This is an optimization exercise on Yosys and OpenROAD, whose aim is small area, a short achievable clock period and few clock cycles, not a production implementation.
In this exercise RTL edits were held to simulation tests only and were not proved equivalent to the original.
Power is estimated from default activity; no workload was simulated.

$ cat design/flow/config.mk
export PLATFORM = sky130hd
export DESIGN_NAME = ccc_mc
export DESIGN_NICKNAME = ccc_mc
export VERILOG_FILES = /design/flow/design.v
export SDC_FILE = /design/flow/constraint.sdc
export NUM_CORES = 4
export LEC_CHECK = 0
export CAP_MARGIN = 20
export CORE_MARGIN = 2
export CORE_UTILIZATION = 60
export CTS_CLUSTER_DIAMETER = 60
export CTS_CLUSTER_SIZE = 30
export SETUP_SLACK_MARGIN = 4.1
export SLEW_MARGIN = 20
export SYNTH_HIERARCHICAL = 1
export SYNTH_MINIMUM_KEEP_SIZE = 0
$ cat design/flow/constraint.sdc
create_clock -name core_clock -period 8.0 [get_ports {clk}]
set_input_delay 1.6000 -clock core_clock [delete_from_list [all_inputs] [get_ports {clk}]]
set_output_delay 1.6000 -clock core_clock [all_outputs]
set_load 0.01 [all_outputs]
$ cat design/flow/design.v
module ccc_mc (
    input  wire        clk,
    input  wire        rst_n,        
    input  wire        host_en,      
    input  wire        host_we,      
    input  wire        host_wide,    
    input  wire [8:0]  host_addr,
    input  wire [31:0] host_wdata,
    output reg  [31:0] host_rdata    
);
    localparam [3:0] F_ILLEGAL_OPCODE   = 4'h1;
    localparam [3:0] F_RESERVED_NONZERO = 4'h2;
    localparam [3:0] F_BUF_RANGE        = 4'h3;
    localparam [3:0] F_BUF_UNWRITTEN    = 4'h4;
    localparam [3:0] F_MANCHESTER_PRE   = 4'h9;
    localparam [3:0] F_ODD_SIZE         = 4'hA;
    localparam [3:0] F_CMD_WHILE_BUSY   = 4'hB;
    localparam [3:0] F_BUF_WR_BUSY      = 4'hC;
    localparam [3:0] F_HOST_ACCESS      = 4'hD;
    localparam [3:0] F_ENCODE_OVERLAP   = 4'hE;
    localparam [7:0] OP_VALID  = 8'h50;
    localparam [7:0] OP_DECODE = 8'h51;
    localparam [7:0] OP_ENCODE = 8'h52;
    localparam [2:0] S_DISP = 3'd0;    
    localparam [2:0] S_SCAN = 3'd1;    
    localparam [2:0] S_EVAL = 3'd2;    
    localparam [2:0] S_WDEC = 3'd3;    
    localparam [2:0] S_WENC = 3'd4;    
    localparam [2:0] S_DRAIN = 3'd5;   
    reg [2047:0] mem;              
    reg [255:0]  wrf;              
    reg [31:0]  cmd_q;             
    reg         busy_q;
    reg         faulted_q;
    reg         c_dec_q;           
    reg         c_inv_q;           
    reg [8:0]   result_q;          
    reg [3:0]   cause_q;
    reg [31:0]  fcmd_q;
    reg         pend_q;
    reg         uf_q;
    reg         k_val, k_dec, k_enc;
    reg         k_cz, k_ovl;
    reg         k_bad, k_resv;     
    reg         k_rngv, k_rnge;    
    reg         k_lth, k_wth;      
    reg [7:0]   e_q;               
    reg [2:0]   st_q;
    reg         first_q;           
    reg [15:0]  p_oh;              
    reg [5:0]   rem_q;             
    reg [127:0] row_q;
    reg [15:0]  roww_q;
    reg         s2_scan, s2_dec, s2_enc;   
    reg         s2_w;              
    reg         s2_first, s2_last;
    reg [1:0]   s2_quad;
    reg [3:0]   scnt_q;            
    reg [1:0]   quad_q;            
    reg [4:0]   wrow_q;            
    reg [2:0]   off_q;             
    reg         unwr_q, ill_q;
    reg [3:0]   carry_q;           
    reg         lt_v, wt_v;
    reg [7:0]   lt_lo, wt_lo;
    reg [8:0]   lt_hip1, wt_hip1;
    wire [7:0] fa = cmd_q[23:16];
    wire [7:0] fb = cmd_q[15:8];
    wire [7:0] fc = cmd_q[7:0];
    function legal_byte(input [7:0] b);
        legal_byte = (b[7] ^ b[6]) & (b[5] ^ b[4]) & (b[3] ^ b[2]) & (b[1] ^ b[0]);
    endfunction
    function [3:0] dec_byte(input [7:0] b);
        dec_byte = {b[7], b[5], b[3], b[1]};
    endfunction
    function [7:0] enc_nib(input [3:0] n);
        enc_nib = {n[3], ~n[3], n[2], ~n[2], n[1], ~n[1], n[0], ~n[0]};
    endfunction
    wire h_buf    = host_en && !host_addr[8];
    wire h_reg    = host_en &&  host_addr[8];
    wire h_regok  = h_reg && host_wide && (host_addr[1:0] == 2'b00) &&
                    (host_addr[7:0] <= 8'h10);
    wire h_badacc = (h_buf && host_wide) || (h_reg && !h_regok) ||
                    (h_regok && host_we && host_addr[7:0] != 8'h00);
    wire h_bufwr  = h_buf && !host_wide && host_we;
    wire h_bufrd  = h_buf && !host_wide && !host_we;
    wire h_cmdwr  = h_regok && host_we && host_addr[7:0] == 8'h00;
    wire flt_e    = faulted_q || uf_q;
    wire idle_ok  = !busy_q && !flt_e;
    wire accept   = idle_ok && h_cmdwr;
    reg [15:0]  rsel;
    wire [127:0] row_d;
    wire [15:0]  row_w;
    wire [7:0]   hbyte;
    wire         hwr;
    reg [15:0]  hlane;
    integer r;
    always @(*) begin
        for (r = 0; r < 16; r = r + 1) begin
            rsel[r]  = p_oh[r] | (!busy_q && host_addr[7:4] == r);
            hlane[r] = (host_addr[3:0] == r);
        end
    end
    ccc_mc_rdmux u_rd (.d(mem), .w(wrf), .sel(rsel), .row_d(row_d), .row_w(row_w));
    ccc_mc_bytesel u_bs (.row_d(row_d), .row_w(row_w), .sel(hlane), .b(hbyte), .w(hwr));
    wire h_unwr_rd     = idle_ok && h_bufrd && !hwr;
    wire h_fault_now   = idle_ok && h_badacc;
    wire h_misuse      = busy_q && (h_badacc || h_bufwr || h_cmdwr);
    wire [3:0] h_misuse_cause = h_badacc ? F_HOST_ACCESS :
                                h_cmdwr  ? F_CMD_WHILE_BUSY : F_BUF_WR_BUSY;
    wire [31:0] h_misuse_word = (h_cmdwr && !h_badacc) ? host_wdata : cmd_q;
    wire        pend_any = pend_q || h_misuse;
    wire [7:0] w_op = host_wdata[31:24];
    wire [7:0] w_a  = host_wdata[23:16];
    wire [7:0] w_b  = host_wdata[15:8];
    wire [7:0] w_c  = host_wdata[7:0];
    wire w_val = (w_op == OP_VALID);
    wire w_dec = (w_op == OP_DECODE);
    wire w_enc = (w_op == OP_ENCODE);
    wire w_cz  = (w_c == 8'd0);
    wire [8:0] w_bc  = {1'b0, w_b} + {1'b0, w_c};
    wire [8:0] w_ac  = {1'b0, w_a} + {1'b0, w_c};
    wire [9:0] w_b2c = {2'b0, w_b} + {1'b0, w_c, 1'b0};
    wire [7:0] w_base = w_enc ? w_a : w_b;
    wire [7:0] w_ea   = w_a + w_c - 8'd1;
    wire [7:0] w_eb   = w_b + w_c - 8'd1;
    wire [7:0] w_e    = w_enc ? w_ea : w_eb;
    wire w_ovl = !w_cz && (w_b < w_a) && (w_b2c > {2'b0, w_a});
    wire w_lth = w_cz || (lt_v && w_b >= lt_lo && w_bc <= lt_hip1);
    wire w_wth = w_cz || (wt_v && w_a >= wt_lo && w_ac <= wt_hip1);
    wire [1:0] w_e10 = w_a[1:0] + w_c[1:0] - 2'd1;
    wire [7:0] w_x0e = w_b + {w_c[6:0], 1'b0} + {5'b11111, ~w_e10, 1'b0};
    wire [7:0] base = k_enc ? fa : fb;
    wire lo_step = k_enc ? s2_last : s2_first;
    wire hi_step = k_enc ? s2_first : s2_last;
    reg [15:0] smask, sleg;
    integer l;
    always @(*) begin
        for (l = 0; l < 16; l = l + 1) begin
            smask[l] = s2_scan && (!lo_step || l >= base[3:0]) &&
                       (!hi_step || l <= e_q[3:0]);
            sleg[l]  = legal_byte(row_q[8*l +: 8]);
        end
    end
    wire unwr_t = unwr_q || |(smask & ~roww_q);
    wire ill_t  = ill_q  || |(smask & ~sleg);
    reg [63:0] dwin;
    reg [3:0]  dnib [0:15];
    wire [3:0] d_lo   = {1'b0, fb[3:1]} + {3'b0, fb[0]};         
    wire [3:0] d_hi_t = e_q[3:0] - 4'd1 + {3'b0, fb[0]};
    wire [2:0] d_hi   = d_hi_t[3:1];
    integer j;
    always @(*) begin
        for (j = 0; j < 16; j = j + 1)
            dnib[j] = dec_byte(row_q[8*j +: 8]);
        for (j = 0; j < 8; j = j + 1) begin
            if (fb[0])
                dwin[8*j +: 8] = {(j == 0) ? carry_q : dnib[2*j-1], dnib[2*j]};
            else
                dwin[8*j +: 8] = {dnib[2*j], dnib[2*j+1]};
        end
    end
    reg [63:0] ewin;
    reg [31:0] equad;
    integer i;
    always @(*) begin
        case (s2_quad)
            2'd0: equad = row_q[31:0];
            2'd1: equad = row_q[63:32];
            2'd2: equad = row_q[95:64];
            default: equad = row_q[127:96];
        endcase
        for (i = 0; i < 4; i = i + 1) begin
            ewin[16*i +: 16] = {enc_nib(equad[8*i +: 4]), enc_nib(equad[8*i+4 +: 4])};
        end
    end
    wire in_disp = (st_q == S_DISP);
    wire in_eval = (st_q == S_EVAL);
    wire d_chkf = k_bad || (!k_enc && (k_resv || k_rngv)) || (k_enc && k_rnge);
    wire [3:0] d_chk_cause = k_bad ? F_ILLEGAL_OPCODE :
                             (!k_enc && k_resv) ? F_RESERVED_NONZERO : F_BUF_RANGE;
    wire d_hit   = k_enc ? k_wth : k_lth;
    wire d_fault = d_chkf || (d_hit && ((k_dec && fc[0]) || (k_enc && k_ovl)));
    wire [3:0] d_cause = d_chkf ? d_chk_cause : k_dec ? F_ODD_SIZE : F_ENCODE_OVERLAP;
    wire d_fin   = !d_fault && d_hit && (k_val || k_cz);
    wire d_go    = in_disp && !d_fault && !d_fin;
    wire in_scan = (st_q == S_SCAN) || (d_go && !d_hit);
    wire in_wdec = (st_q == S_WDEC) || (d_go && d_hit && k_dec);
    wire in_wenc = (st_q == S_WENC) || (d_go && d_hit && k_enc);
    wire issue   = in_scan || in_wdec || in_wenc;
    wire p_last  = in_scan ? (scnt_q == 4'd0) : (rem_q == 6'd0);
    wire dec_w   = s2_dec;
    wire enc_w   = s2_enc;
    wire ev_fault = unwr_t || (k_dec && (fc[0] || ill_t)) || (k_enc && k_ovl);
    wire [3:0] ev_cause = unwr_t ? F_BUF_UNWRITTEN :
                          k_dec  ? (fc[0] ? F_ODD_SIZE : F_MANCHESTER_PRE) :
                                   F_ENCODE_OVERLAP;
    wire ev_fin  = k_val || (k_enc && k_cz);
    wire seq_fault  = busy_q && ((in_disp && d_fault) || (in_eval && ev_fault));
    wire [3:0] seq_cause = in_disp ? d_cause : ev_cause;
    wire seq_finish = busy_q && ((in_disp && d_fin) ||
                                 (in_eval && !ev_fault && ev_fin) ||
                                 ((dec_w || enc_w) && s2_last));
    wire       fin_dec = k_dec;
    wire       fin_inv = k_val && ill_t && in_eval;
    wire [8:0] fin_res = k_val ? {8'd0, !(ill_t && in_eval)} :
                         k_dec ? {1'b0, fc} >> 1 : {fc, 1'b0};
    wire seq_done = seq_fault || seq_finish;
    wire        host_store = idle_ok && h_bufwr;
    wire        seq_we     = dec_w || enc_w;
    wire [63:0] s_win  = dec_w ? dwin  : ewin;
    wire [3:0] ge_thr = k_dec ? d_lo : {1'b0, fa[1:0], 1'b0};
    wire [3:0] le_thr = k_dec ? {1'b0, d_hi} : {1'b0, e_q[1:0], 1'b1};
    wire use_ge = k_dec ? s2_first : s2_last;
    wire use_le = k_dec ? s2_last : s2_first;
    reg [7:0] m1, m2, wok, off_oh;
    reg [2:0] jk;
    integer k;
    always @(*) begin
        for (k = 0; k < 8; k = k + 1) begin
            jk      = k - off_q;
            wok[k]  = seq_we && (!use_ge || {1'b0, jk} >= ge_thr) &&
                      (!use_le || {1'b0, jk} <= le_thr);
            m1[k]   = (wok[k] && k >= off_q) || (host_store && host_addr[2:0] == k);
            m2[k]   = wok[k] && k < off_q;
            off_oh[k] = (off_q == k);
        end
    end
    wire [63:0] lanes;
    ccc_mc_lanes u_ln (.win(s_win), .rot(off_oh), .busy(s2_w), .hdata(host_wdata[7:0]), .lanes(lanes));
    reg [31:0]  rs;
    wire [255:0] wen;
    integer x;
    always @(*) begin
        for (x = 0; x < 32; x = x + 1)
            rs[x] = s2_w ? (wrow_q == x) : (host_addr[7:3] == x);
    end
    ccc_mc_wen u_we (.rs(rs), .m1(m1), .m2(m2), .wen(wen));
    genvar g;
    generate
        for (g = 0; g < 256; g = g + 1) begin : g_byte
            always @(posedge clk) begin
                if (wen[g])
                    mem[8*g +: 8] <= lanes[8*(g & 7) +: 8];
            end
            always @(posedge clk) begin
                if (!rst_n)
                    wrf[g] <= 1'b0;
                else if (wen[g])
                    wrf[g] <= 1'b1;
            end
        end
    endgenerate
    wire       hd_legal = legal_byte(host_wdata[7:0]);
    wire [8:0] ha_p1    = {1'b0, host_addr[7:0]} + 9'd1;
    always @(posedge clk) begin
        if (!rst_n) begin
            lt_v <= 1'b0;
            wt_v <= 1'b0;
        end else begin
            if (host_store) begin
                if (!(wt_v && {1'b0, host_addr[7:0]} == wt_hip1)) begin
                    wt_v  <= 1'b1;
                    wt_lo <= host_addr[7:0];
                end
                wt_hip1 <= ha_p1;
                if (!hd_legal)
                    lt_v <= 1'b0;
                else if (!(lt_v && {1'b0, host_addr[7:0]} == lt_hip1)) begin
                    lt_v  <= 1'b1;
                    lt_lo <= host_addr[7:0];
                end
                lt_hip1 <= ha_p1;
            end
            if (seq_we)
                lt_v <= 1'b0;
        end
    end
    wire       st_busy = busy_q && !seq_done;
    wire       st_flt  = flt_e || seq_fault || (seq_finish && pend_q);
    wire       st_dec  = seq_finish ? fin_dec : c_dec_q;
    wire       st_inv  = seq_finish ? fin_inv : c_inv_q;
    reg [31:0] reg_rd;
    always @(*) begin
        case (host_addr[4:2])
            3'd0:    reg_rd = cmd_q;
            3'd1:    reg_rd = {22'd0, st_flt, st_busy,
                               st_flt | st_inv, {4{st_flt}},
                               st_flt | st_dec | st_inv,
                               st_flt | st_inv, st_flt};
            3'd2:    reg_rd = {23'd0, uf_q ? 9'd0 : result_q};
            3'd3:    reg_rd = {28'd0, uf_q ? F_BUF_UNWRITTEN : faulted_q ? cause_q : 4'h0};
            default: reg_rd = faulted_q ? fcmd_q : 32'd0;
        endcase
    end
    always @(posedge clk) begin
        host_rdata <= host_addr[8] ? reg_rd : {24'd0, hbyte};
    end
    always @(posedge clk) begin
        if (!rst_n) begin
            cmd_q     <= 32'd0;
            busy_q    <= 1'b0;
            faulted_q <= 1'b0;
            c_dec_q   <= 1'b0;
            c_inv_q   <= 1'b0;
            result_q  <= 9'd0;
            cause_q   <= 4'h0;
            fcmd_q    <= 32'd0;
            pend_q    <= 1'b0;
            uf_q      <= 1'b0;
        end else begin
            uf_q <= h_unwr_rd;
            if (uf_q) begin
                cause_q   <= F_BUF_UNWRITTEN;
                result_q  <= 9'd0;
                faulted_q <= 1'b1;
            end
            if (idle_ok) begin
                if (h_fault_now) begin
                    cause_q   <= F_HOST_ACCESS;
                    result_q  <= 9'd0;
                    faulted_q <= 1'b1;
                end else if (h_cmdwr) begin
                    cmd_q   <= host_wdata;
                    busy_q  <= 1'b1;
                end
            end else if (busy_q) begin
                if (h_misuse && !pend_q) begin
                    pend_q  <= 1'b1;
                    cause_q <= h_misuse_cause;
                    fcmd_q  <= h_misuse_word;
                end
                if (seq_fault) begin
                    cause_q   <= seq_cause;
                    fcmd_q    <= cmd_q;
                    result_q  <= 9'd0;
                    faulted_q <= 1'b1;
                    busy_q    <= 1'b0;
                    pend_q    <= 1'b0;
                end else if (seq_finish) begin
                    result_q  <= fin_res;
                    busy_q    <= 1'b0;
                    pend_q    <= 1'b0;
                    faulted_q <= pend_any;
                    c_dec_q   <= fin_dec;
                    c_inv_q   <= fin_inv;
                end
            end
        end
    end
    wire [7:0] w_nra   = {4'd0, w_a[3:0]} + w_c - 8'd1;
    wire [7:0] w_nrb   = {4'd0, w_b[3:0]} + w_c - 8'd1;
    wire [3:0] w_nrows = w_enc ? w_nra[7:4] : w_nrb[7:4];
    wire [7:0] w_nq    = {6'd0, w_a[1:0]} + w_c - 8'd1;
    wire [5:0] w_nquad = w_nq[7:2];
    always @(posedge clk) begin
        if (!rst_n)
            p_oh <= 16'd0;
        else if (accept)
            p_oh <= w_enc ? (16'd1 << w_ea[7:4]) : (16'd1 << w_b[7:4]);
        else if (!busy_q || seq_done || (issue && p_last))
            p_oh <= 16'd0;
        else if (in_eval)
            p_oh <= k_dec ? (16'd1 << fb[7:4]) : (16'd1 << e_q[7:4]);
        else if ((in_scan && !k_enc) || in_wdec)
            p_oh <= {p_oh[14:0], 1'b0};
        else if ((in_scan && k_enc) || (in_wenc && quad_q == 2'd0))
            p_oh <= {1'b0, p_oh[15:1]};
    end
    always @(posedge clk) begin
        if (!rst_n) begin
            s2_scan <= 1'b0;
            s2_dec  <= 1'b0;
            s2_enc  <= 1'b0;
            s2_w    <= 1'b0;
        end else begin
            s2_scan <= busy_q && in_scan;
            s2_dec  <= busy_q && in_wdec;
            s2_enc  <= busy_q && in_wenc;
            s2_w    <= busy_q && (in_wdec || in_wenc);
        end
    end
    always @(posedge clk) begin
        row_q    <= row_d;
        roww_q   <= row_w;
        s2_first <= first_q;
        s2_last  <= p_last;
        s2_quad  <= quad_q;
        carry_q  <= dnib[15];
        if (accept) begin
            k_val   <= w_val;
            k_dec   <= w_dec;
            k_enc   <= w_enc;
            k_cz    <= w_cz;
            k_ovl   <= w_ovl;
            e_q     <= w_e;
            first_q <= 1'b1;
            unwr_q  <= 1'b0;
            ill_q   <= 1'b0;
            scnt_q  <= w_nrows;
            quad_q  <= w_e[3:2];
            rem_q   <= w_enc ? w_nquad : {2'b0, w_nrb[7:4]};
            k_bad   <= !(w_val || w_dec || w_enc);
            k_resv  <= (w_a != 8'd0);
            k_rngv  <= (w_bc > 9'd256);
            k_rnge  <= (w_ac > 9'd256 || w_b2c > 10'd256);
            k_lth   <= w_lth;
            k_wth   <= w_wth;
            if (w_enc) begin
                wrow_q <= w_x0e[7:3];
                off_q  <= w_x0e[2:0];
            end else begin
                wrow_q <= {w_b[7:4], 1'b0};
                off_q  <= w_b[3:1];
            end
            st_q    <= S_DISP;
        end else begin
            if (issue) begin
                first_q <= 1'b0;
                if (in_scan)
                    scnt_q <= scnt_q - 4'd1;
                else
                    rem_q  <= rem_q - 6'd1;
                if (p_last)
                    st_q <= in_scan ? S_EVAL : S_DRAIN;
                else
                    st_q <= in_scan ? S_SCAN : in_wdec ? S_WDEC : S_WENC;
            end
            if (s2_scan) begin
                unwr_q <= unwr_t;
                ill_q  <= ill_t;
            end
            if (in_eval) begin
                first_q <= 1'b1;
                st_q <= k_dec ? S_WDEC : S_WENC;
            end
            if (in_wenc)
                quad_q <= quad_q - 2'd1;
            if (dec_w)
                wrow_q <= wrow_q + 5'd1;
            if (enc_w)
                wrow_q <= wrow_q - 5'd1;
        end
    end
endmodule
module ccc_mc_rdmux (
    input  wire [2047:0] d,
    input  wire [255:0]  w,
    input  wire [15:0]   sel,
    output reg  [127:0]  row_d,
    output reg  [15:0]   row_w
);
    integer r;
    always @(*) begin
        row_d = 128'd0;
        row_w = 16'd0;
        for (r = 0; r < 16; r = r + 1) begin
            row_d = row_d | (d[r*128 +: 128] & {128{sel[r]}});
            row_w = row_w | (w[r*16 +: 16] & {16{sel[r]}});
        end
    end
endmodule
module ccc_mc_bytesel (
    input  wire [127:0] row_d,
    input  wire [15:0]  row_w,
    input  wire [15:0]  sel,
    output reg  [7:0]   b,
    output reg          w
);
    integer r;
    always @(*) begin
        b = 8'd0;
        w = 1'b0;
        for (r = 0; r < 16; r = r + 1) begin
            b = b | (row_d[8*r +: 8] & {8{sel[r]}});
            w = w | (row_w[r] & sel[r]);
        end
    end
endmodule
module ccc_mc_lanes (
    input  wire [63:0] win,
    input  wire [7:0]  rot,
    input  wire        busy,
    input  wire [7:0]  hdata,
    output reg  [63:0] lanes
);
    integer k, j;
    always @(*) begin
        for (k = 0; k < 8; k = k + 1) begin
            lanes[8*k +: 8] = busy ? 8'd0 : hdata;
            for (j = 0; j < 8; j = j + 1)
                lanes[8*k +: 8] = lanes[8*k +: 8] |
                                  (win[8*((k - j) & 7) +: 8] & {8{busy & rot[j]}});
        end
    end
endmodule
module ccc_mc_wen (
    input  wire [31:0]  rs,
    input  wire [7:0]   m1,
    input  wire [7:0]   m2,
    output reg  [255:0] wen
);
    integer x;
    always @(*) begin
        for (x = 0; x < 256; x = x + 1)
            wen[x] = (rs[x >> 3] && m1[x & 7]) || (rs[((x >> 3) + 31) & 31] && m2[x & 7]);
    end
endmodule
$ cat design/flow/run.sh
#!/bin/bash
# synth_recipe.tcl (not shown) runs the flow's synth.tcl, then flattens the netlist and writes it again
# the make line also repeats each setting of config.mk as NAME=value (left out here)
make -C /OpenROAD-flow-scripts/flow DESIGN_CONFIG=/design/flow/config.mk WORK_HOME=/design/flow/orfs CLKGATE_MAP_FILE= SYNTH_SCRIPT=/design/flow/synth_recipe.tcl finish
==> out/metrics.cfg, run 1 <==
[outcome]
status=complete, no violations

[synthesis]
syn_avg_cell_area_um2=14.3
synthTopCellsByArea=edfxtp_1, dfxtp_1, a22o_1
synth_edf_count=2112
ys_async_sr_fraction_pct=0
synth_area_mm2=0.111
ys_seq_area_share_pct=67.1
syn-instance-count=7746
yosysWarnings=12
ys_ff_latch=2663
yosysTopAreaCellShare_pct=57.2
post-synth-top-area-cell=edfxtp_1
synth.distinct_cells=93
yosys_most_used_dff=edfxtp_1

[grt]
track_usage_pct=43.4
grt_pass1_vias=71200
grt_max_degree=129
antenna_found_initial=45
gr-total-overflow=0
grt_pass1_wl_um=566000

[sta]
fin_crit_sh_pct=51.0
hold_violations=0
maxSlewHeadroom_pct=16.0
finalSetupViolations=0
rsz0062_at_grt=true
finalWorstSetupSlack_ns=3.92
period_needed_ns=4.08
fmax_mhz=245
worst_slew_pin_slew_ns=1.22
skew_ns=0.0579
final.setup.tns_ns=0
slew_violations=0

[detailed_routing]
ant_nets=0
routed_wl_um=422000
num_vias=78700
firstDrtPassIters=13
drcViolationCount=0
wl_per_cell_um=40.3
viasPerCell=7.51
first_iter_violations=14600

[critical_path]
crit_path_end_kind=flip-flop
max_stage_delay_ns=0.35
r2r_end=mem[1584]$_DFFE_PP_
start_kind=input pin
r2r-start=s2_w$_SDFF_PN0_
critPathArrivalTime_ns=4.80
crit_family=compound AO/OA/AOI/OAI gates
crit_path_cell_trace=buf_8 > nor3_4 > a31o_4 > buf_12 > a22o_1 > a221oi_2 > nand4_1 > a22o_1 > a221oi_4 > nand4_1 > nor2_1 > a21oi_1
crit_buf_inv=2
path_class=input pin to flip-flop
critPathSlowestCell=a221oi_4
worstPathMaxFanout=64
crit_start=host_addr[5]
critPathRequiredTime_ns=8.72
r2r_cells=5
crit_cells=12
rrSetupSlack_ns=4.02
endpoint=host_rdata[2]$_DFF_P_

[power_and_ir_drop]
power_frac_comb_pct=13.2
power.share.clock_pct=33.0
netSwitchingFraction_pct=28.0
power.density_mw_per_mm2=226
power_uw=28500
internal_power_uw=20500
p_leak_uw=0.0412
ir_drop_v=0.000208
seqPwrFrac_pct=53.8
netSwitchingPower_uw=7970

[placed_design]
place.port_buffers=77
routabilityCongestion=1.04
placed_cell_area_mm2=0.114
pre_cts_ws_ns=1.19
dp_hpwl_um=251000

[die]
rows=157
die_width_um=434
core_area_mm2=0.183
die_area_mm2=0.188
dieHeight_um=434
boundaryPins=78
start_util_pct=60.5

[layout]
final_common_cell=edfxtp_1
layout.nets=8078
syn2layout_area_growth_pct=13.5
most-common-layout-cells=edfxtp_1, nor2_1, a22o_1
final_area_mm2=0.126
drive_gt1_share_pct=21.0

[clock_tree]
h-tree-depth=4
cts_buffers=160
cts_tree=built
cts_hold_buf=0
clock-root-buffer=clkbuf_16
clk_pin_slew_ns=0.09
clkLatencyLatePin_ns=0.88
clock_sinks=2663
cts_buffer_depth=3

[job]
cap_violations=0

[worst_hold_path]
holdPathStages=0
hold_path_class=flip-flop to flip-flop

==> area by class of cell <==
class	count	area [um2]
multi-input cells	4310	36100
inverters	136	594
clock inverters	121	1400
fillers	12600	57600
diodes	33	82.6
flip-flops and latches	2663	74500
well taps	2464	3080
clock buffers	177	4290
repair buffers	578	5900
==> synth_stat cells (44+ instances only) <==
master and count:
a21oi_1 200, a221oi_1 620, a221oi_2 60, a222oi_1 66, a22o_1 778, a22o_2 158, a31oi_1 44, a41oi_1 66
buf_2 88, buf_4 49, buf_6 135, clkbuf_1 334, dfxtp_1 551, edfxtp_1 2112, ha_1 175, inv_1 132
mux2i_1 127, nand2_1 297, nand4_1 168, nor2_1 746, o21ai_0 110, xnor2_1 97
==> modules after synthesis, one instance, submodules excluded <==
module	cell area, um2	times used
ccc_mc	90300	1
ccc_mc_rdmux	12400	1
ccc_mc_lanes	3740	1
ccc_mc_wen	3650	1
ccc_mc_bytesel	825	1
==> power by group through the flow <==
stage	registers [uW]	clock network [uW]	logic, uW
2_1_floorplan	15500	0	2000
3_3_place_gp	15600	0	3060
3_5_place_dp	15600	0	3090
4_1_cts	15300	9390	3440
5_1_grt	15300	9870	3840
6_report	15300	9390	3760
==> cells by family after synthesis <==
kind of cell,Yosys count,share of synthesized area (%)
fa+ha+maj,183,2.12
xor+xnor,134,1.06
compound gates,2350,17.9
buf+inv,810,4.23
mux,165,1.86
simple gates,1440,5.74
other cells,1,0.00338
flops,2663,67.1
==> state kept, by name, indices dropped and copies added (netlist names), 3 cells and up <==
signal and flops:
row_q 128, wt_lo 8, fcmd_q 32, off_q 3
mem 2048, cause_q 4, e_q 8, cmd_q 32
st_q 3, host_rdata 32, rem_q 6, wrf 256
wt_hip1 9, wrow_q 5, p_oh 16, lt_lo 8
roww_q 16, carry_q 4, result_q 9, scnt_q 4
==> how the worst min path moves through the flow <==
stage                         start                 end  slack (ns)
6_report        quad_q[1]$_DFFE_PP_  s2_quad[1]$_DFF_P_        0.39
4_1_cts         quad_q[1]$_DFFE_PP_  s2_quad[1]$_DFF_P_        0.40
5_1_grt         quad_q[1]$_DFFE_PP_  s2_quad[1]$_DFF_P_        0.41
2_1_floorplan  first_q$_SDFFE_PP1P_    s2_first$_DFF_P_        0.33
3_5_place_dp    quad_q[1]$_DFFE_PP_  s2_quad[1]$_DFF_P_        0.37
3_3_place_gp    quad_q[1]$_DFFE_PP_  s2_quad[1]$_DFF_P_        0.37
==> stage by stage <==
stage | std cells | util (%) | hold slack (ns)
after global placement | 9843 | 62.0 | 0.372
after floorplan | 7750 | - | 0.331
after global routing | 10500 | 68.6 | 0.411
after detailed placement | 9844 | 62.1 | 0.375
final | 10500 | 68.6 | 0.394
after CTS | 10400 | 67.3 | 0.395
==> routing by layer <==
| layer | GRT usage, % | wire, um | vias up |
|---|---|---|---|
| met4 | 26.9 | 30800 | 34 |
| met5 | 0 | 226 | - |
| met1 | 57.7 | 149000 | 39800 |
| li1 | - | - | 31500 |
| met3 | 14.4 | 62300 | 1269 |
| met2 | 61.8 | 180000 | 6189 |
==> what timing repair did <==
action / 4_1_cts / 5_1_grt
gates resized for setup: 435 / 269
pin swaps: 150 / 96
setup endpoints to repair: 3048 / 1799
cloned: 32 / 14
setup buffers: 195 / 60
Testbench counts, summed over its fixed seeds: cycles 18,840.
==> run 2, diff against run 1 <==
--- a/design/flow/design.v
+++ b/design/flow/design.v
@@ -54,3 +54,4 @@
     reg         s2_scan, s2_dec, s2_enc;   
-    reg         s2_w;              
+    reg [7:0]   roh_q;             
+    reg         hg_q;              
     reg         s2_first, s2_last;
@@ -125,4 +126,2 @@
     wire [7:0] w_ea   = w_a + w_c - 8'd1;
-    wire [7:0] w_eb   = w_b + w_c - 8'd1;
-    wire [7:0] w_e    = w_enc ? w_ea : w_eb;
     wire w_ovl = !w_cz && (w_b < w_a) && (w_b2c > {2'b0, w_a});
@@ -130,4 +129,2 @@
     wire w_wth = w_cz || (wt_v && w_a >= wt_lo && w_ac <= wt_hip1);
-    wire [1:0] w_e10 = w_a[1:0] + w_c[1:0] - 2'd1;
-    wire [7:0] w_x0e = w_b + {w_c[6:0], 1'b0} + {5'b11111, ~w_e10, 1'b0};
     wire [7:0] base = k_enc ? fa : fb;
@@ -215,3 +212,3 @@
     wire use_le = k_dec ? s2_last : s2_first;
-    reg [7:0] m1, m2, wok, off_oh;
+    reg [7:0] m1, m2, wok;
     reg [2:0] jk;
@@ -225,3 +222,2 @@
             m2[k]   = wok[k] && k < off_q;
-            off_oh[k] = (off_q == k);
         end
@@ -229,3 +225,3 @@
     wire [63:0] lanes;
-    ccc_mc_lanes u_ln (.win(s_win), .rot(off_oh), .busy(s2_w), .hdata(host_wdata[7:0]), .lanes(lanes));
+    ccc_mc_lanes u_ln (.win(s_win), .rot(roh_q), .hsel(hg_q), .hdata(host_wdata[7:0]), .lanes(lanes));
     reg [31:0]  rs;
@@ -235,3 +231,3 @@
         for (x = 0; x < 32; x = x + 1)
-            rs[x] = s2_w ? (wrow_q == x) : (host_addr[7:3] == x);
+            rs[x] = seq_we ? (wrow_q == x) : (host_addr[7:3] == x);
     end
@@ -369,2 +365,3 @@
     end
+    wire [2:0] off_d = !in_disp ? off_q : k_enc ? c_x0e[2:0] : fb[3:1];
     always @(posedge clk) begin
@@ -374,4 +371,7 @@
             s2_enc  <= 1'b0;
-            s2_w    <= 1'b0;
+            roh_q   <= 8'd0;
+            hg_q    <= 1'b1;
         end else begin
+            roh_q   <= (busy_q && (in_wdec || in_wenc)) ? (8'd1 << off_d) : 8'd0;
+            hg_q    <= !(busy_q && (in_wdec || in_wenc));
             s2_scan <= busy_q && in_scan;
@@ -379,5 +379,8 @@
             s2_enc  <= busy_q && in_wenc;
-            s2_w    <= busy_q && (in_wdec || in_wenc);
         end
     end
+    wire [7:0] c_ea  = fa + fc - 8'd1;
+    wire [7:0] c_eb  = fb + fc - 8'd1;
+    wire [1:0] c_e10 = fa[1:0] + fc[1:0] - 2'd1;
+    wire [7:0] c_x0e = fb + {fc[6:0], 1'b0} + {5'b11111, ~c_e10, 1'b0};
     always @(posedge clk) begin
@@ -395,3 +398,2 @@
             k_ovl   <= w_ovl;
-            e_q     <= w_e;
             first_q <= 1'b1;
@@ -400,3 +402,3 @@
             scnt_q  <= w_nrows;
-            quad_q  <= w_e[3:2];
+            quad_q  <= w_ea[3:2];
             rem_q   <= w_enc ? w_nquad : {2'b0, w_nrb[7:4]};
@@ -408,11 +410,14 @@
             k_wth   <= w_wth;
-            if (w_enc) begin
-                wrow_q <= w_x0e[7:3];
-                off_q  <= w_x0e[2:0];
-            end else begin
-                wrow_q <= {w_b[7:4], 1'b0};
-                off_q  <= w_b[3:1];
-            end
             st_q    <= S_DISP;
         end else begin
+            if (in_disp) begin
+                e_q <= k_enc ? c_ea : c_eb;
+                if (k_enc) begin
+                    wrow_q <= c_x0e[7:3];
+                    off_q  <= c_x0e[2:0];
+                end else begin
+                    wrow_q <= {fb[7:4], 1'b0};
+                    off_q  <= fb[3:1];
+                end
+            end
             if (issue) begin
@@ -482,3 +487,3 @@
     input  wire [7:0]  rot,
-    input  wire        busy,
+    input  wire        hsel,
     input  wire [7:0]  hdata,
@@ -489,6 +494,6 @@
         for (k = 0; k < 8; k = k + 1) begin
-            lanes[8*k +: 8] = busy ? 8'd0 : hdata;
+            lanes[8*k +: 8] = hdata & {8{hsel}};
             for (j = 0; j < 8; j = j + 1)
                 lanes[8*k +: 8] = lanes[8*k +: 8] |
-                                  (win[8*((k - j) & 7) +: 8] & {8{busy & rot[j]}});
+                                  (win[8*((k - j) & 7) +: 8] & {8{rot[j]}});
         end
--- a/design/flow/config.mk
+++ b/design/flow/config.mk
@@ -9,6 +9,6 @@
 export CORE_MARGIN = 2
-export CORE_UTILIZATION = 60
+export CORE_UTILIZATION = 50
 export CTS_CLUSTER_DIAMETER = 60
 export CTS_CLUSTER_SIZE = 30
-export SETUP_SLACK_MARGIN = 4.1
+export SETUP_SLACK_MARGIN = 4.25
 export SLEW_MARGIN = 20
==> out/metrics.cfg, run 2 <==
[detailed_routing]
viasPerCell=7.04
firstDrtPassIters=9
num_vias=79000
wl_per_cell_um=38.4
first_iter_violations=12500
routed_wl_um=430000
ant_nets=0
drcViolationCount=0

[grt]
grt_max_degree=139
use_met2_pct=53.8
grtUsageMet1_pct=48.4
busiest_layer=met2
grt_pass1_vias=72600
gr-total-overflow=0
antenna_found_initial=37
use_met3_pct=10.9
grt_pass1_wl_um=583000
track_usage_pct=36.4

[clock_tree]
cts_buffers=163
cts_buffer_depth=3
clk_pin_slew_ns=0.09
cts_tree=built
clock-root-buffer=clkbuf_16
clkLatencyLatePin_ns=0.92
cts_hold_buf=0
h-tree-depth=4
clock_sinks=2671

[sta]
slew_violations=0
maxSlewHeadroom_pct=15.4
finalSetupViolations=0
rsz0062_at_grt=true
period_needed_ns=4.01
fmax_mhz=249
worst_slew_pin_slew_ns=1.23
final.setup.tns_ns=0
fin_crit_sh_pct=50.1
hold_violations=0
skew_ns=0.0651

[critical_path]
worstPathMaxFanout=6
critPathSlowestCell=a221oi_4
rrSetupSlack_ns=4.09
critPathArrivalTime_ns=4.78
start_kind=input pin
r2r-start=busy_q$_SDFFE_PN0P_
crit_path_cell_trace=buf_12 > buf_12 > clkinvlp_4 > buf_6 > nor2_4 > a31o_4 > buf_12 > buf_12 > a22o_4 > a221oi_4 > nand4_1 > a22o_1 > a221oi_4 > nand4_1 > nor2_1 > a31oi_1
path_common_cell=buf_12
max_stage_delay_ns=0.43
r2r_cells=13
path_class=input pin to flip-flop
r2r_end=host_rdata[3]$_DFF_P_
critPathRequiredTime_ns=8.77
crit_path_end_kind=flip-flop

[power_and_ir_drop]
ir_drop_v=0.000295
power.density_mw_per_mm2=225
power.share.clock_pct=33.7
p_leak_uw=0.0435
internal_power_uw=20800
seqPwrFrac_pct=52.8
power_frac_comb_pct=13.5
netSwitchingFraction_pct=28.9
netSwitchingPower_uw=8450
power_uw=29300

[die]
die_width_um=476
dieHeight_um=476
boundaryPins=78
core_area_mm2=0.222
die_area_mm2=0.227
rows=173
start_util_pct=50.2

[synthesis]
synth.mux.area_fraction_pct=1.95
synthTopCellsByCount=edfxtp_1, a22o_1, nor2_1
syn-instance-count=7844
ys_ff_latch=2671
synth_compound_area_share_pct=17.5
synth_top_family_by_area=compound AO/OA/AOI/OAI gates
syn_avg_cell_area_um2=14.2
ys_seq_area_share_pct=66.9
synth_xor_area_share_pct=1.18
yosysWarnings=12
yosysTopAreaCellShare_pct=56.8
synth_area_mm2=0.112
synth.most_common_cell=edfxtp_1
ys_async_sr_fraction_pct=0
synth-simple-area-share_pct=5.85
post-synth-top-area-cell=edfxtp_1
synth_edf_count=2112
yosys.area_share.adder_pct=2.33
synth.distinct_cells=86
synthTopCellsByArea=edfxtp_1, dfxtp_1, a22o_1
yosys_most_used_dff=edfxtp_1

[job]
cap_violations=0

[layout]
layout.nets=8333
syn2layout_area_growth_pct=16.4
stdcell_count=11200
largest_reg_flops=2048
reg_top3=mem x2048, wrf x256, row_q x128
drive_gt1_share_pct=22.8
final_common_cell=edfxtp_1
regMostFlops=mem
most-common-layout-cells=edfxtp_1, nor2_1, a22o_1

[placed_design]
place.port_buffers=77
dp_hpwl_um=258000
dp.cells=10500
routabilityCongestion=1.09

[outcome]
status=complete, no violations

[worst_hold_path]
min-delay-start=first_q$_SDFFE_PP1P_
holdPathStages=0
hold_path_class=flip-flop to flip-flop
hold_end=s2_first$_DFF_P_

-- run 2: cell count changes in the layout (fill, tap and decap cells not counted), sizes merged, moves of 15 or more --
| cell | change |
|---|---|
| a41oi | -71 |
| o211a | +15 |
| nand2 | -70 |
| ha | +18 |
| a22oi | +128 |
| diode | -18 |
| o32ai | +18 |
| buf | +142 |
| a222oi | -64 |
| nand4 | +64 |
| inv | +63 |
-- run 2: kinds of logic (layout without fill, tap and decap cells) --
group | after synthesis | count (layout)
AO/OA/AOI/OAI | 2347 | 2368
XOR/XNOR | 150 | 150
adder cells (fa/ha/maj) | 202 | 202
buffers and inverters | 864 | 1218
flip-flops | 2671 | 2671
multiplexers | 175 | 175
other | 1 | 20
AND/OR/NAND/NOR | 1434 | 1437
-- run 2: power groups by stage --
| stage | sequential, uW | clock (uW) | combinational (uW) |
|---|---|---|---|
| 2_1_floorplan | 15600 | 0 | 2050 |
| 3_3_place_gp | 15700 | 0 | 3150 |
| 3_5_place_dp | 15700 | 0 | 3190 |
| 4_1_cts | 15400 | 9920 | 3620 |
| 5_1_grt | 15400 | 10400 | 4040 |
| 6_report | 15400 | 9870 | 3960 |
-- run 2: what timing repair did --
item	in CTS	in global routing
setup endpoints to repair	2622	1642
buffers inserted	293	67
pin swaps	225	99
resized for setup	521	228
cloned	40	11
-- run 2: stage by stage --
stage / utilization [%] / instance area [um2] / hold slack, ns / worst slack [ns]
2_1_floorplan: - / 113000 / 0.330 / 4.01
3_3_place_gp: 52.1 / 116000 / 0.341 / 1.42
3_5_place_dp: 52.2 / 116000 / 0.341 / 1.49
4_1_cts: 57.6 / 128000 / 0.349 / 4.14
5_1_grt: 58.5 / 130000 / 0.359 / 4.01
6_report: 58.5 / 130000 / 0.349 / 3.99
-- run 2: worst max-delay path, delay by kind of cell --
family                 cells  cell delay (ns)
AO/OA/AOI/OAI              6             1.64
buffers and inverters      6             0.82
AND/OR/NAND/NOR            4             0.66
-- run 2: worst max-delay path by stage --
stage / start / slack, ns / cells past startpoint / endpoint
floorplan: host_wdata[0] / 4.01 / 13 / k_lth$_DFFE_PP_
global placement: host_addr[7] / 1.42 / 13 / host_rdata[2]$_DFF_P_
detailed placement: host_addr[7] / 1.49 / 13 / host_rdata[2]$_DFF_P_
CTS: host_addr[6] / 4.14 / 15 / host_rdata[1]$_DFF_P_
global route: host_addr[6] / 4.01 / 16 / host_rdata[7]$_DFF_P_
finish: host_addr[6] / 3.99 / 16 / host_rdata[3]$_DFF_P_
-- run 2: area by class of cell --
cell class / count / area, um2
inverters: 193 / 767
multi-input cells: 4337 / 36800
diodes: 15 / 37.5
flip-flops and latches: 2671 / 74700
well taps: 2975 / 3720
repair buffers: 719 / 7820
clock buffers: 175 / 4200
clock inverters: 131 / 1900
fillers: 17200 / 92200
-- run 2: Yosys stat by module, one instance, submodules excluded --
module | area (um2) | flops+latches
ccc_mc_bytesel | 825 | 0
ccc_mc_wen | 3650 | 0
ccc_mc | 91200 | 2671
ccc_mc_rdmux | 12400 | 0
ccc_mc_lanes | 3490 | 0
-- run 2: metal layers --
layer  up-vias  wire (um)
met4        26      30400
li1      32000          -
met3      1267      56100
met1     40100     159000
met5         -        226
met2      5614     185000
Testbench counts of run 2, summed over its fixed seeds: cycles 18,840.
==> run 3, diff against run 2 <==
--- a/design/flow/config.mk
+++ b/design/flow/config.mk
@@ -9,3 +9,3 @@
 export CORE_MARGIN = 2
-export CORE_UTILIZATION = 50
+export CORE_UTILIZATION = 56
 export CTS_CLUSTER_DIAMETER = 60
==> out/metrics.cfg, run 3 <==
[synthesis]
ys_async_sr_fraction_pct=0
synth_edf_count=2112
ys_ff_latch=2671
synthTopCellsByArea=edfxtp_1, dfxtp_1, a22o_1
post-synth-top-area-cell=edfxtp_1
ys_seq_area_share_pct=66.9
synth.most_common_cell=edfxtp_1
yosysWarnings=12
synth.distinct_cells=86
synth_area_mm2=0.112
yosysTopAreaCellShare_pct=56.8
syn-instance-count=7844
yosys_most_used_dff=edfxtp_1
syn_avg_cell_area_um2=14.2
synthTopCellsByCount=edfxtp_1, a22o_1, nor2_1

[grt]
track_usage_pct=40.3
grt_max_degree=136
grt_pass1_wl_um=575000
antenna_found_initial=23
grt_pass1_vias=71700
gr-total-overflow=0

[clock_tree]
cts_tree=built
clock-root-buffer=clkbuf_16
clk_pin_slew_ns=0.08
cts_hold_buf=0
cts_buffers=167
clkLatencyLatePin_ns=0.91
clock_sinks=2671
cts_buffer_depth=3
h-tree-depth=4

[critical_path]
max_stage_delay_ns=0.45
start_kind=input pin
crit_start=host_addr[7]
critPathRequiredTime_ns=8.77
crit_path_end_kind=flip-flop
crit_path_cell_trace=buf_16 > clkinv_8 > nor2_4 > a41o_4 > buf_16 > buf_8 > clkbuf_16 > a22o_1 > a221oi_2 > nand4_1 > a22o_1 > a221oi_4 > nand4_1 > o22a_1
critPathSlowestCell=a41o_4
path_class=input pin to flip-flop
r2r-start=k_enc$_DFFE_PP_
critPathArrivalTime_ns=4.68
worstPathMaxFanout=8

[sta]
hold_violations=0
worst_slew_pin_slew_ns=1.26
finalWorstSetupSlack_ns=4.09
fmax_mhz=256
fin_crit_sh_pct=48.9
final.setup.tns_ns=0
slew_violations=0
whs_ns=0.403
period_needed_ns=3.91
maxSlewHeadroom_pct=16.2
finalSetupViolations=0
skew_ns=0.0512
rsz0062_at_grt=true

[worst_hold_path]
min-delay-start=quad_q[1]$_DFFE_PP_
hold_path_class=flip-flop to flip-flop

[detailed_routing]
wl_per_cell_um=39.4
route.met2.wl_um=186000
viasPerCell=7.27
wl_met3_um=52300
drt-met1-wl_um=157000
top_layer_used=met5
ant_nets=0
drcViolationCount=0
num_vias=78700
routed_wl_um=426000
first_iter_violations=12400
firstDrtPassIters=12

[layout]
most-common-layout-cells=edfxtp_1, nor2_1, a22o_1
layout.nets=8279
regMostFlops=mem
reg_top3=mem x2048, wrf x256, row_q x128
largest_reg_flops=2048
final_common_cell=edfxtp_1
drive_gt1_share_pct=22.3
fin_util_pct=65.3
syn2layout_area_growth_pct=15.6

[power_and_ir_drop]
power_uw=29100
p_leak_uw=0.0436
power.density_mw_per_mm2=226
ir_drop_v=0.000284

[job]
cap_violations=0

[placed_design]
routabilityCongestion=1.05
pre_cts_ws_ns=1.15
dp_hpwl_um=259000
place.port_buffers=77

[outcome]
status=complete, no violations

[die]
start_util_pct=56.5
die_area_mm2=0.203
core_area_mm2=0.198
dieHeight_um=450
rows=163
boundaryPins=78
die_width_um=450

[run 3: metrics by stage]
step           instances  area (um2)
2_1_floorplan       7848      113000
3_3_place_gp       10100      115000
3_5_place_dp       10100      115000
4_1_cts            10700      126000
5_1_grt            10800      129000
6_report           10800      129000
[run 3: timing repair]
item	4_1_cts	5_1_grt
buffers inserted	232	85
endpoints found under the setup margin	2624	2695
pin swaps	176	71
resized for setup	463	354
gates cloned	28	17
[run 3: final timing paths]
path | endpoint | slack [ns] | cells past startpoint
hold reg to reg | s2_quad[1]$_DFF_P_ | 0.40 | 0
hold / removal | s2_quad[1]$_DFF_P_ | 0.40 | 0
setup reg to reg | p_oh[0]$_SDFFE_PN0P_ | 4.11 | 13
setup / recovery | host_rdata[7]$_DFF_P_ | 4.09 | 14
[run 3: modules after synthesis, one instance, submodules excluded]
module / flops+latches / cells inside / times used / cell area (um2)
ccc_mc: 2671 / 5378 / 1 / 91200
ccc_mc_rdmux: 0 / 1552 / 1 / 12400
ccc_mc_wen: 0 / 368 / 1 / 3650
ccc_mc_lanes: 0 / 449 / 1 / 3490
ccc_mc_bytesel: 0 / 97 / 1 / 825
[run 3: power by group]
group / switching (uW) / internal (uW) / total (uW)
logic: 2610 / 1140 / 3750
registers: 286 / 15100 / 15400
clock network: 5340 / 4630 / 9970
[run 3: cell families after synthesis]
group                    count (synthesis)  share of synthesized area [%]
multiplexers                           175                           1.95
XOR/XNOR                               150                           1.18
AND/OR/NAND/NOR                       1434                           5.85
flip-flops                            2671                           66.9
buffers and inverters                  864                           4.28
AO/OA/AOI/OAI                         2347                           17.5
adder cells (fa/ha/maj)                202                           2.33
other                                    1                        0.00336
[run 3: layer usage]
metal  track usage [%]  vias to the layer above
met5                 0                        -
met4              23.3                       22
met3              10.1                     1191
met2              59.5                     5643
met1              54.5                    40000
li1                  -                    31900
[run 3: area by class of cell]
| cell class | instances | area (um2) |
|---|---|---|
| antenna | 10 | 25.0 |
| multi-input combinational | 4336 | 37200 |
| sequential | 2671 | 74700 |
| timing repair buffer | 662 | 6880 |
| fill | 14200 | 68600 |
| clock inverter | 132 | 1760 |
| inverter | 193 | 757 |
| clock buffer | 182 | 4410 |
| tap | 2640 | 3300 |
[run 3: critical path: cells and delay by family]
family | cells | cell delay (ns)
simple gates | 3 | 0.55
compound gates | 6 | 1.78
buf+inv | 5 | 0.70

## port drivers added, routing unchanged
Ports are ideal in the flow. The routed layouts listed here were re-timed in OpenROAD. Step 1 (the two cells are an assumption about what drives the block):
set clk [get_ports {clk}]
set_driving_cell -lib_cell sky130_fd_sc_hd__clkbuf_16 $clk
set_driving_cell -lib_cell sky130_fd_sc_hd__buf_2 [delete_from_list [all_inputs] $clk]
Step 2 adds t to the input delays and takes it off the output delays; t is the mean of the earliest and latest rising clock arrival at the registers after step 1. Input paths then give back, and output paths get back, about the clock's delay inside the block. a / b / c = ideal ports / drivers / drivers and shift; a / b = the first two.
| run | shift t [ns] | setup slack, ns | worst hold slack (ns) | worst register clock-pin slew, ns |
|---|---|---|---|---|
| run 1 | 0.954 | 3.919 / 3.802 / 2.848 | 0.394 / 0.394 / 0.394 | 0.11 / 0.11 |
| run 2 | 0.969 | 3.991 / 4.024 / 3.055 | 0.349 / 0.349 / 0.349 | 0.12 / 0.12 |
| run 3 | 0.984 | 4.089 / 3.992 / 3.008 | 0.403 / 0.403 / 0.403 | 0.11 / 0.11 |
After both steps every run listed still meets setup and hold. The setup slack of run 3, which loses most, moves by -0.097 ns with the drivers and by -1.081 ns with both steps.
